Context: an optimization exercise on an open-source flow, tuned for small area, a short achievable clock period and few clock cycles. The choices shown serve that exercise and are no tape-out recipe. At most, simulation tests tie the RTL to the original design; equivalence was not proved. Power figures rest on the tool's default switching activity, not on a simulated workload.

==> build 95 <==
// bfi_decoder
module bfi_decoder (
    input  wire         clk,
    input  wire         rst,
    input  wire         req_valid,
    output wire         req_ready,
    input  wire [7:0]   req_cmd,
    input  wire [15:0]  req_len,
    input  wire [39:0]  req_fields,
    input  wire [4:0]   req_p,
    input  wire [127:0] req_widths,
    input  wire [15:0]  req_n,
    input  wire [63:0]  req_ts,
    output wire         mem_req,
    output wire [15:0]  mem_addr,
    input  wire         mem_gnt,
    input  wire [7:0]   mem_rdata,
    output wire         ang_valid,
    input  wire         ang_ready,
    output wire [15:0]  ang_data,
    output reg          resp_valid,
    output wire [3:0]   resp_status,
    output wire [63:0]  resp_data,
    output wire [4:0]   resp_p,
    output wire [15:0]  resp_n,
    output wire [127:0] resp_widths,
    output wire [5:0]   resp_dtn,
    output wire [23:0]  err_required,
    output wire [18:0]  err_available,
    output wire [7:0]   err_given,
    output wire [3:0]   err_allowed
);
==> flow/config.mk <==
export PLATFORM = sky130hd
export DESIGN_NAME = bfi_decoder
export DESIGN_NICKNAME = bfi_decoder
export VERILOG_FILES = /design/flow/design.v
export SDC_FILE = /design/flow/constraint.sdc
export NUM_CORES = 4
export LEC_CHECK = 0
export CAP_MARGIN = 20
export CORE_MARGIN = 2
export CORE_UTILIZATION = 40
export SLEW_MARGIN = 20
==> flow/constraint.sdc <==
create_clock -name core_clock -period 15.0 [get_ports {clk}]
set_input_delay 3.0000 -clock core_clock [delete_from_list [all_inputs] [get_ports {clk}]]
set_output_delay 3.0000 -clock core_clock [all_outputs]
set_load 0.01 [all_outputs]
standard.sh (not shown) runs the stock make flow with config.mk's settings and CLKGATE_MAP_FILE= SYNTH_SCRIPT=/design/flow/synth_recipe.tcl, a recipe that flattens the netlist after the stock synthesis.
==> flow/flow/run.sh <==
#!/bin/bash
# Standard ORFS layout, with timing repair aimed past the 15 ns clock:
# repair_timing keeps working until the setup slack reaches the margin.
set -euo pipefail
bash standard.sh SETUP_SLACK_MARGIN=${MARGIN:-11} finish > standard.log 2>&1
==> build 41 (differences from build 95) <==
==> flow/flow/run.sh (replaced) <==
#!/bin/bash
# Standard ORFS layout, with two changes to how it is made:
#  - the I/O ports are buffered with buf_1 (then resized by repair) instead of
#    the default delay-buffer cell;
#  - timing repair keeps working until the setup slack reaches the margin, past
#    the 15 ns clock.
set -euo pipefail
bash standard.sh "BUFFER_PORTS_ARGS=-buffer_cell sky130_fd_sc_hd__buf_1" \
    SETUP_SLACK_MARGIN=${MARGIN:-11} finish > standard.log 2>&1
==> trial 38 (differences from build 95) <==
--- a/flow/design.v
+++ b/flow/design.v
@@ -184,32 +184,37 @@
     wire        can    = s_strm && more && fits;
     wire        produce = can && take;
     assign      done   = s_strm && !more && take;
     wire [31:0] shv    = win >> off[4:0];
     wire [8:0]  mask   = (9'd1 << wc) - 9'd1;
     wire [8:0]  fval   = shv[8:0] & mask;
     wire [5:0]  off_c  = cap ? off - 6'd8 : off;
     wire [5:0]  off_cw = cap ? off + {2'd0, wc} - 6'd8 : off + {2'd0, wc};
-    wire [5:0]  u      = (6'd32 - off) + (cap ? 6'd8 : 6'd0);
-    wire [5:0]  uw     = u - {2'd0, wc};
     wire        mreq   = mreq_r;
     wire        g      = mreq && mem_gnt;
-    wire        room_g1 = can ? (uw <= 6'd16) : (u <= 6'd16);
-    wire        room_g0 = can ? (uw <= 6'd24) : (u <= 6'd24);
-    wire        room_n = g ? (take ? room_g1 : (u <= 6'd16))
-                           : (take ? room_g0 : (u <= 6'd24));
+    wire        c16    = off_c[5] || off_c[4];               
+    wire        c8     = c16 || off_c[3];                    
+    wire        w16    = off_cw[5] || off_cw[4];
+    wire        w8     = w16 || off_cw[3];
+    wire        room_g1 = can ? w16 : c16;
+    wire        room_g0 = can ? w8 : c8;
+    wire        room_n = g ? (take ? room_g1 : c16)
+                           : (take ? room_g0 : c8);
     wire        rem_hi = (rem[23:6] != 18'd0);
-    wire        need_n = g ? (rem_hi || (rem[5:0] > u + 6'd8))
-                           : (rem_hi || (rem[5:0] > u));
-    wire        pf_n   = g ? (u < 6'd8) : (u < 6'd16);
+    wire [6:0]  rs     = {1'b0, rem[5:0]} + {1'b0, off_c};   
+    wire        need_n = rem_hi || (g ? (rs > 7'd40) : (rs > 7'd32));
+    wire        pf_n   = g ? (off_c > 6'd24) : (off_c > 6'd16);
     wire [15:0] lim_m7 = (lim >= 16'd7) ? lim - 16'd7 : 16'd0;
-    wire [16:0] macc   = {1'b0, rem[23:8]} + (rem[0] ? {1'b0, nn} : 17'd0);
-    wire        t_big  = (rem > {5'd0, lim, 3'b000});
-    wire [7:0]  sacc   = rem[7:0] + {4'd0, wm};           
+    wire [23:0] ad_y   = s_mul  ? {(rem[0] ? nn : 16'd0), 8'd0} :
+                         s_strm ? {20'hfffff, ~wc} :
+                         s_cmp  ? ~{5'd0, lim, 3'b000} :
+                                  {20'd0, wm};
+    wire [24:0] ad_s   = {1'b0, rem} + {1'b0, ad_y} + {24'd0, s_strm};
+    wire        t_big  = ad_s[24];
     wire        b4q    = d_frm && (ptr[3:0] == 4'd4);    
     wire [15:0] ptr_g  = (d_frm && ptr[15:3] == 13'd0 && ptr[2:0] == 3'd1) ? 16'd3 :
                          (d_frm && ptr[15:3] == 13'd0 && ptr[2:0] == 3'd4) ? 16'd7 :
                          ptr + 16'd1;
     wire        hq_0   = d_hdr ? (ptr[2:0]   != 3'd5) : (ptr[2:0]   != 3'd4);
     wire        hq_1   = d_hdr ? (ptr_g[2:0] != 3'd5) : (ptr_g[2:0] != 3'd4);
     wire        hdr_end  = d_hdr ? (fl && ptr[2:0] == 3'd5) : (ptr[2:0] == 3'd4);
     wire        plen_lt2 = (lim_m7[15:1] == 15'd0);
@@ -374,30 +379,30 @@
                     pp         <= 5'd0;
                     nn         <= 16'd0;
                     wd         <= 64'd0;
                     data       <= 64'd0;
                     resp_valid <= 1'b1;
                     state      <= S_IDLE;
                 end else begin
                     if (pp != 5'd0)
-                        rem[7:0] <= sacc;
+                        rem <= ad_s[23:0];
                     data  <= 64'd0;
                     fi    <= 4'd0;
                     state <= S_MUL;
                 end
             end else begin
-                rem[7:0] <= sacc;
+                rem      <= ad_s[23:0];
                 fi       <= fi + 4'd1;
                 if (fi[0])
                     data <= {8'd0, data[63:8]};
             end
         end
         s_mul: begin
-            rem <= {macc, rem[7:1]};
+            rem <= {ad_s[24:8], rem[7:1]};
             fi  <= fi + 4'd1;
             if (fi[2:0] == 3'd7) begin
                 fi    <= 4'd0;
                 state <= S_CMP;
             end
         end
         s_cmp: begin
             if (b4q) begin
@@ -416,17 +421,17 @@
                 fi    <= nxt;
                 state <= S_STRM;
             end
         end
         s_strm: begin
             if (produce) begin
                 ad  <= fval;
                 av  <= 1'b1;
-                rem <= rem - {20'd0, wc};
+                rem <= ad_s[23:0];
                 wc  <= wm;
                 fi  <= nxt;
             end
             if (!more)
                 wd <= 64'd0;
             if (done) begin
                 resp_valid <= 1'b1;
                 state      <= S_IDLE;
==> flow/flow/run.sh (replaced) <==
#!/bin/bash
# Standard ORFS layout, with two changes to how it is made:
#  - the I/O ports are buffered with buf_1 (then resized by repair) instead of
#    the default delay-buffer cell;
#  - timing repair keeps working until the setup slack reaches the margin, past
#    the 15 ns clock.
set -euo pipefail
bash standard.sh "BUFFER_PORTS_ARGS=-buffer_cell sky130_fd_sc_hd__buf_1" \
    SETUP_SLACK_MARGIN=${MARGIN:-11} finish > standard.log 2>&1
==> trial 92 (differences from build 95) <==
--- a/flow/design.v
+++ b/flow/design.v
@@ -47,30 +47,29 @@
     wire idle   = state[I_IDLE];
     wire s_hdr  = state[I_HDR];
     wire s_look = state[I_LOOK];
     wire s_scan = state[I_SCAN];
     wire s_mul  = state[I_MUL];
     wire s_cmp  = state[I_CMP];
     wire s_strm = state[I_STRM];
     wire s_pre  = s_mul || s_cmp;
-    reg        rdy;          
+    reg        pv;           
     reg        d_bw, d_hdr, d_res, d_ext, d_frm, d_short;
     reg [1:0]  d_arg;
     reg [1:0]  d_bwop;       
     wire [3:0] c_op  = req_cmd[3:0];
     wire [1:0] c_arg = req_cmd[5:4];
     wire       c_rsv = (req_cmd[7:6] == 2'b00);
     wire       c_low = (c_op == 4'd1) || (c_op == 4'd2) || (c_op == 4'd3);
     wire       c_hi  = (c_arg == 2'b00) && c_rsv;
-    wire accept = rdy;
+    wire accept = idle && pv;
     wire done;
-    wire more;
-    wire dec_en = idle || (s_strm && !more);
-    assign req_ready = rdy;
+    wire dec_en = idle || done;
+    assign req_ready = accept;
     always @(posedge clk) begin
         if (dec_en) begin
             d_bw    <= c_rsv && c_low;
             d_hdr   <= c_hi && (c_op == 4'd4);
             d_res   <= c_hi && (c_op == 4'd5);
             d_ext   <= c_hi && (c_op == 4'd6);
             d_frm   <= c_hi && (c_op == 4'd7);
             d_short <= (req_len[15:3] == 13'd0) && (req_len[2:0] < 3'd5);
@@ -93,32 +92,31 @@
     reg        fl;           
     reg        hb4;          
     reg [15:0] ptr;          
     reg        big;          
     reg        av;
     reg [8:0]  ad;
     reg [3:0]  wc;           
     reg        room_r, need_r, pf_r;
-    reg        mreq_r;       
-    reg        st2;          
     assign resp_status  = status;
     assign resp_data    = data;
     assign resp_p       = pp;
     assign resp_n       = nn;
     assign resp_dtn     = dtn;
     assign err_required = rem;
     assign err_given    = given;
     genvar gi;
     generate
         for (gi = 0; gi < 16; gi = gi + 1) begin : g_rw
             assign resp_widths[8*gi +: 8] = {4'd0, wd[4*gi +: 4]};
         end
     endgenerate
     assign err_available = {lim, 3'b000};
+    wire   st2 = status[1] && !status[0];       
     assign err_allowed   = {st2, 2'b00, st2};
     assign ang_valid = av;
     assign ang_data  = {7'd0, ad};
     assign mem_addr  = ptr;
     wire [2:0] f_nc  = win[18:16];
     wire [2:0] f_nr  = win[21:19];
     wire [1:0] f_bw  = win[23:22];
     wire       f_grp = win[24];
@@ -174,99 +172,88 @@
     wire [3:0]  wm     = wd[4*fi +: 4];                  
     wire [3:0]  hi     = fi[0] ? data[7:4] : data[3:0];
     wire        bad    = (hi != 4'd0) || (wm == 4'd0) || (wm > 4'd9);
     wire        last_f = ({1'b0, fi} + 5'd1 == pp) || (fi == 4'd15);
     wire [3:0]  nxt    = last_f ? 4'd0 : fi + 4'd1;
     wire        cap    = fl && !hb4 && (s_pre || s_strm);
     wire [6:0]  off_w  = {1'b0, off} + {3'd0, wc};
     wire        fits   = (off_w <= 7'd32);
-    assign      more   = (rem != 24'd0);
+    wire        more   = (rem != 24'd0);
     wire        take   = !av || ang_ready;
     wire        can    = s_strm && more && fits;
     wire        produce = can && take;
     assign      done   = s_strm && !more && take;
     wire [31:0] shv    = win >> off[4:0];
     wire [8:0]  mask   = (9'd1 << wc) - 9'd1;
     wire [8:0]  fval   = shv[8:0] & mask;
     wire [5:0]  off_c  = cap ? off - 6'd8 : off;
     wire [5:0]  off_cw = cap ? off + {2'd0, wc} - 6'd8 : off + {2'd0, wc};
     wire [5:0]  u      = (6'd32 - off) + (cap ? 6'd8 : 6'd0);
     wire [5:0]  uw     = u - {2'd0, wc};
-    wire        mreq   = mreq_r;
+    wire        mreq;
     wire        g      = mreq && mem_gnt;
     wire        room_g1 = can ? (uw <= 6'd16) : (u <= 6'd16);
     wire        room_g0 = can ? (uw <= 6'd24) : (u <= 6'd24);
     wire        room_n = g ? (take ? room_g1 : (u <= 6'd16))
                            : (take ? room_g0 : (u <= 6'd24));
     wire        rem_hi = (rem[23:6] != 18'd0);
     wire        need_n = g ? (rem_hi || (rem[5:0] > u + 6'd8))
                            : (rem_hi || (rem[5:0] > u));
     wire        pf_n   = g ? (u < 6'd8) : (u < 6'd16);
     wire [15:0] lim_m7 = (lim >= 16'd7) ? lim - 16'd7 : 16'd0;
     wire [16:0] macc   = {1'b0, rem[23:8]} + (rem[0] ? {1'b0, nn} : 17'd0);
     wire        t_big  = (rem > {5'd0, lim, 3'b000});
     wire [7:0]  sacc   = rem[7:0] + {4'd0, wm};           
     wire        b4q    = d_frm && (ptr[3:0] == 4'd4);    
-    wire [15:0] ptr_g  = (d_frm && ptr[15:3] == 13'd0 && ptr[2:0] == 3'd1) ? 16'd3 :
-                         (d_frm && ptr[15:3] == 13'd0 && ptr[2:0] == 3'd4) ? 16'd7 :
-                         ptr + 16'd1;
-    wire        hq_0   = d_hdr ? (ptr[2:0]   != 3'd5) : (ptr[2:0]   != 3'd4);
-    wire        hq_1   = d_hdr ? (ptr_g[2:0] != 3'd5) : (ptr_g[2:0] != 3'd4);
-    wire        hdr_end  = d_hdr ? (fl && ptr[2:0] == 3'd5) : (ptr[2:0] == 3'd4);
-    wire        plen_lt2 = (lim_m7[15:1] == 15'd0);
-    wire        to_mul_f = s_hdr && !d_hdr && (ptr[2:0] == 3'd4) && lk_ok && !plen_lt2;
-    wire        scan_end = (pp == 5'd0) || last_f;
-    wire        to_mul_x = s_scan && !(pp != 5'd0 && bad) && scan_end && (lim[15:1] != 15'd0);
-    wire        pre_keep = (b4q && !g) || (room_n && (big || pf_n));
-    wire        strm_rq  = room_n && need_n;
-    wire        mreq_n = (accept && (d_hdr || d_frm) && !d_short) ||
-                         (s_hdr && !hdr_end && (g ? hq_1 : hq_0)) ||
-                         to_mul_f || to_mul_x ||
-                         (s_mul && pre_keep) ||
-                         (s_cmp && (b4q ? pre_keep : (!t_big && strm_rq))) ||
-                         (s_strm && strm_rq);
-    assign mem_req = mreq_r;
+    wire        hq     = d_hdr ? (ptr[2:0] != 3'd5) : (ptr[2:0] != 3'd4);
+    assign mreq = (s_hdr && hq) || (s_pre && (b4q || (room_r && (big || pf_r)))) ||
+                  (s_strm && room_r && need_r);
+    assign mem_req = mreq;
     reg [63:0] himap;
     reg [63:0] lomap;
     integer m;
     always @(*) begin
         for (m = 0; m < 16; m = m + 1) begin
             himap[4*m +: 4] = req_widths[8*m+4 +: 4];
             lomap[4*m +: 4] = req_widths[8*m +: 4];
         end
     end
     wire [63:0] bwc = ((d_bwop == 2'd1) ? {62'd0, d_arg} : 64'd0) |
                       ((d_bwop == 2'd2) ? (64'd20 << d_arg) : 64'd0) |
                       ((d_bwop == 2'd3) ? (64'd20000000 << d_arg) : 64'd0);
     always @(posedge clk) begin
-        rdy    <= req_valid && ((idle && !rdy) || done);
-        mreq_r <= mreq_n;
+        pv     <= req_valid && !accept && dec_en;
         fl     <= g;
-        hb4    <= s_pre && b4q && g;
+        hb4    <= s_pre && b4q && mem_gnt;
         room_r <= room_n;
         need_r <= need_n;
         pf_r   <= pf_n;
-        if (g)
-            ptr <= ptr_g;
+        if (g) begin
+            if (d_frm && ptr[15:3] == 13'd0 && ptr[2:0] == 3'd1)
+                ptr <= 16'd3;
+            else if (d_frm && ptr[15:3] == 13'd0 && ptr[2:0] == 3'd4)
+                ptr <= 16'd7;
+            else
+                ptr <= ptr + 16'd1;
+        end
         if (cap)
             win <= {mem_rdata, win[31:8]};
         if (av && ang_ready)
             av <= 1'b0;
         if (hb4)
             dtn[5:2] <= mem_rdata[3:0];
         if (accept || (s_hdr && d_frm && ptr[2:0] == 3'd4))
             off <= 6'd32;
         else
             off <= produce ? off_cw : off_c;
         case (1'b1)
         idle: begin
             if (accept) begin
                 resp_valid <= 1'b0;
-                st2    <= 1'b0;
                 data   <= (d_frm && !d_short) ? req_ts :
                           d_ext ? himap :
                           d_bw ? bwc : 64'd0;
                 wd     <= d_ext ? lomap : 64'd0;
                 pp     <= d_ext ? req_p : 5'd0;
                 nn     <= d_ext ? req_n : 16'd0;
                 dtn    <= 6'd0;
                 lim    <= (d_hdr || d_frm || d_ext) ? req_len : 16'd0;
@@ -352,17 +339,16 @@
             end
             resp_valid <= 1'b1;
             state      <= S_IDLE;
         end
         s_scan: begin
             big <= (lim[15:2] != 14'd0);
             if (pp != 5'd0 && bad) begin
                 status     <= 4'd2;
-                st2        <= 1'b1;
                 given      <= {hi, wm};
                 rem        <= 24'd0;
                 pp         <= 5'd0;
                 nn         <= 16'd0;
                 wd         <= 64'd0;
                 data       <= 64'd0;
                 lim        <= 16'd0;
                 resp_valid <= 1'b1;
@@ -420,28 +406,26 @@
         s_strm: begin
             if (produce) begin
                 ad  <= fval;
                 av  <= 1'b1;
                 rem <= rem - {20'd0, wc};
                 wc  <= wm;
                 fi  <= nxt;
             end
-            if (!more)
-                wd <= 64'd0;
             if (done) begin
+                wd         <= 64'd0;
                 resp_valid <= 1'b1;
                 state      <= S_IDLE;
             end
         end
         default: ;
         endcase
         if (rst) begin
             state      <= S_IDLE;
             resp_valid <= 1'b0;
             av         <= 1'b0;
             fl         <= 1'b0;
             hb4        <= 1'b0;
-            rdy        <= 1'b0;
-            mreq_r     <= 1'b0;
+            pv         <= 1'b0;
         end
     end
 endmodule
==> flow/run.sh (new file) <==
#!/bin/bash
# synth_recipe.tcl (not shown) runs the flow's synth.tcl, then flattens the netlist and writes it again
# the make line also repeats each setting of config.mk as NAME=value (left out here)
make -C /OpenROAD-flow-scripts/flow DESIGN_CONFIG=/design/flow/config.mk WORK_HOME=/design/flow/orfs CLKGATE_MAP_FILE= SYNTH_SCRIPT=/design/flow/synth_recipe.tcl finish
removed: flow/flow/run.sh
removed: flow/standard.sh
==> notes.md <==
quantity	trial 38	trial 92	build 95	build 41
Result of the run	timing/DRC/antenna clean	timing/DRC/antenna clean	timing/DRC/antenna clean	timing/DRC/antenna clean
Placeable core region	49900 sq um	51100 sq um	51200 sq um	51200 sq um
Multiplexer share of the synthesized area	8.36%	7.84%	6.89%	6.89%
Xor/xnor share of the synthesized area	2.93%	3.96%	3.68%	3.68%
M2 GR Usage	52.1%	49.1%	52.4%	50.1%
Fraction of area in registers	31.5%	31.0%	29.5%	31.3%
Net count of the finished layout	3153	2953	3225	3250
Setup crit start	fi[0]	state[0]	data[28]	rem[0]
Most repeated cell in the gate-level netlist after synthesis	sky130_fd_sc_hd__nand2_1	sky130_fd_sc_hd__edfxtp_1	sky130_fd_sc_hd__edfxtp_1	sky130_fd_sc_hd__edfxtp_1
Count of flip-flops with a built-in enable after synthesis	232	231	232	232
Final worst-path setup slack	10460 ps	9170 ps	10750 ps	10750 ps
Starting Density	40.3%	40.2%	40.4%	40.4%
Antenna diodes	4	3	5	2
Min Hold Slack	476 ps	489 ps	500 ps	496 ps
Cell leakage power	10.9 nW	10.5 nW	12.1 nW	11.3 nW
Hold path depth	2	1	2	2
Pin count of the biggest net entering global routing	71	73	100	100
Area of all placed cells without fillers	26800 sq um	27100 sq um	28800 sq um	27100 sq um
FP Rows	82	83	83	83
Hold Crit Endpoint	win[17]	win[0]	dtn[2]	dtn[2]
Comb pwr share	21.8%	20.2%	51.1%	50.1%
Kind of end point of the critical path	flip-flop	output port	output port	output port
Testbench counts of build 95, summed over its fixed seeds: cycles 66,096.
Testbench counts of build 41, summed over its fixed seeds: cycles 66,096.
Testbench counts of trial 92, summed over its fixed seeds: cycles 66,096.
The RTL of trial 38 was laid out without a check of its function.

separate check: timing with driven ports:
No port has a modelled driver above. Below, the same layouts with a new extraction and two added sets of constraints.
Step 1 (the two cells are an assumption about what drives the block):
set clk [get_ports {clk}]
set_driving_cell -lib_cell sky130_fd_sc_hd__clkbuf_16 $clk
set_driving_cell -lib_cell sky130_fd_sc_hd__buf_2 [delete_from_list [all_inputs] $clk]
Step 2, shift: input delay + t, output delay - t, t = (earliest + latest rising clock arrival at the registers) / 2. This alone moves slack from input paths to output paths.
Slacks: ideal / step 1 / step 2; pairs: ideal / step 1.
| run | shift t [ns] | setup WS [ns] | hold WS [ns] | worst setup path at the end |
|---|---|---|---|---|
| build 95 | 0.605 | 10.755 / 10.697 / 10.431 | 0.500 / 0.500 / 0.500 | input to register |
| build 41 | 0.618 | 10.749 / 10.689 / 10.458 | 0.496 / 0.496 / 0.496 | input to register |
| trial 38 | 0.611 | 10.456 / 10.456 / 10.229 | 0.476 / 0.476 / 0.476 | input to register |
| trial 92 | 0.613 | 9.173 / 9.112 / 8.886 | 0.489 / 0.489 / 0.489 | input to register |
After both steps setup and hold are still met in every run listed. The setup slack of build 95, which loses most, moves by -0.058 ns with the drivers and by -0.324 ns with both steps.
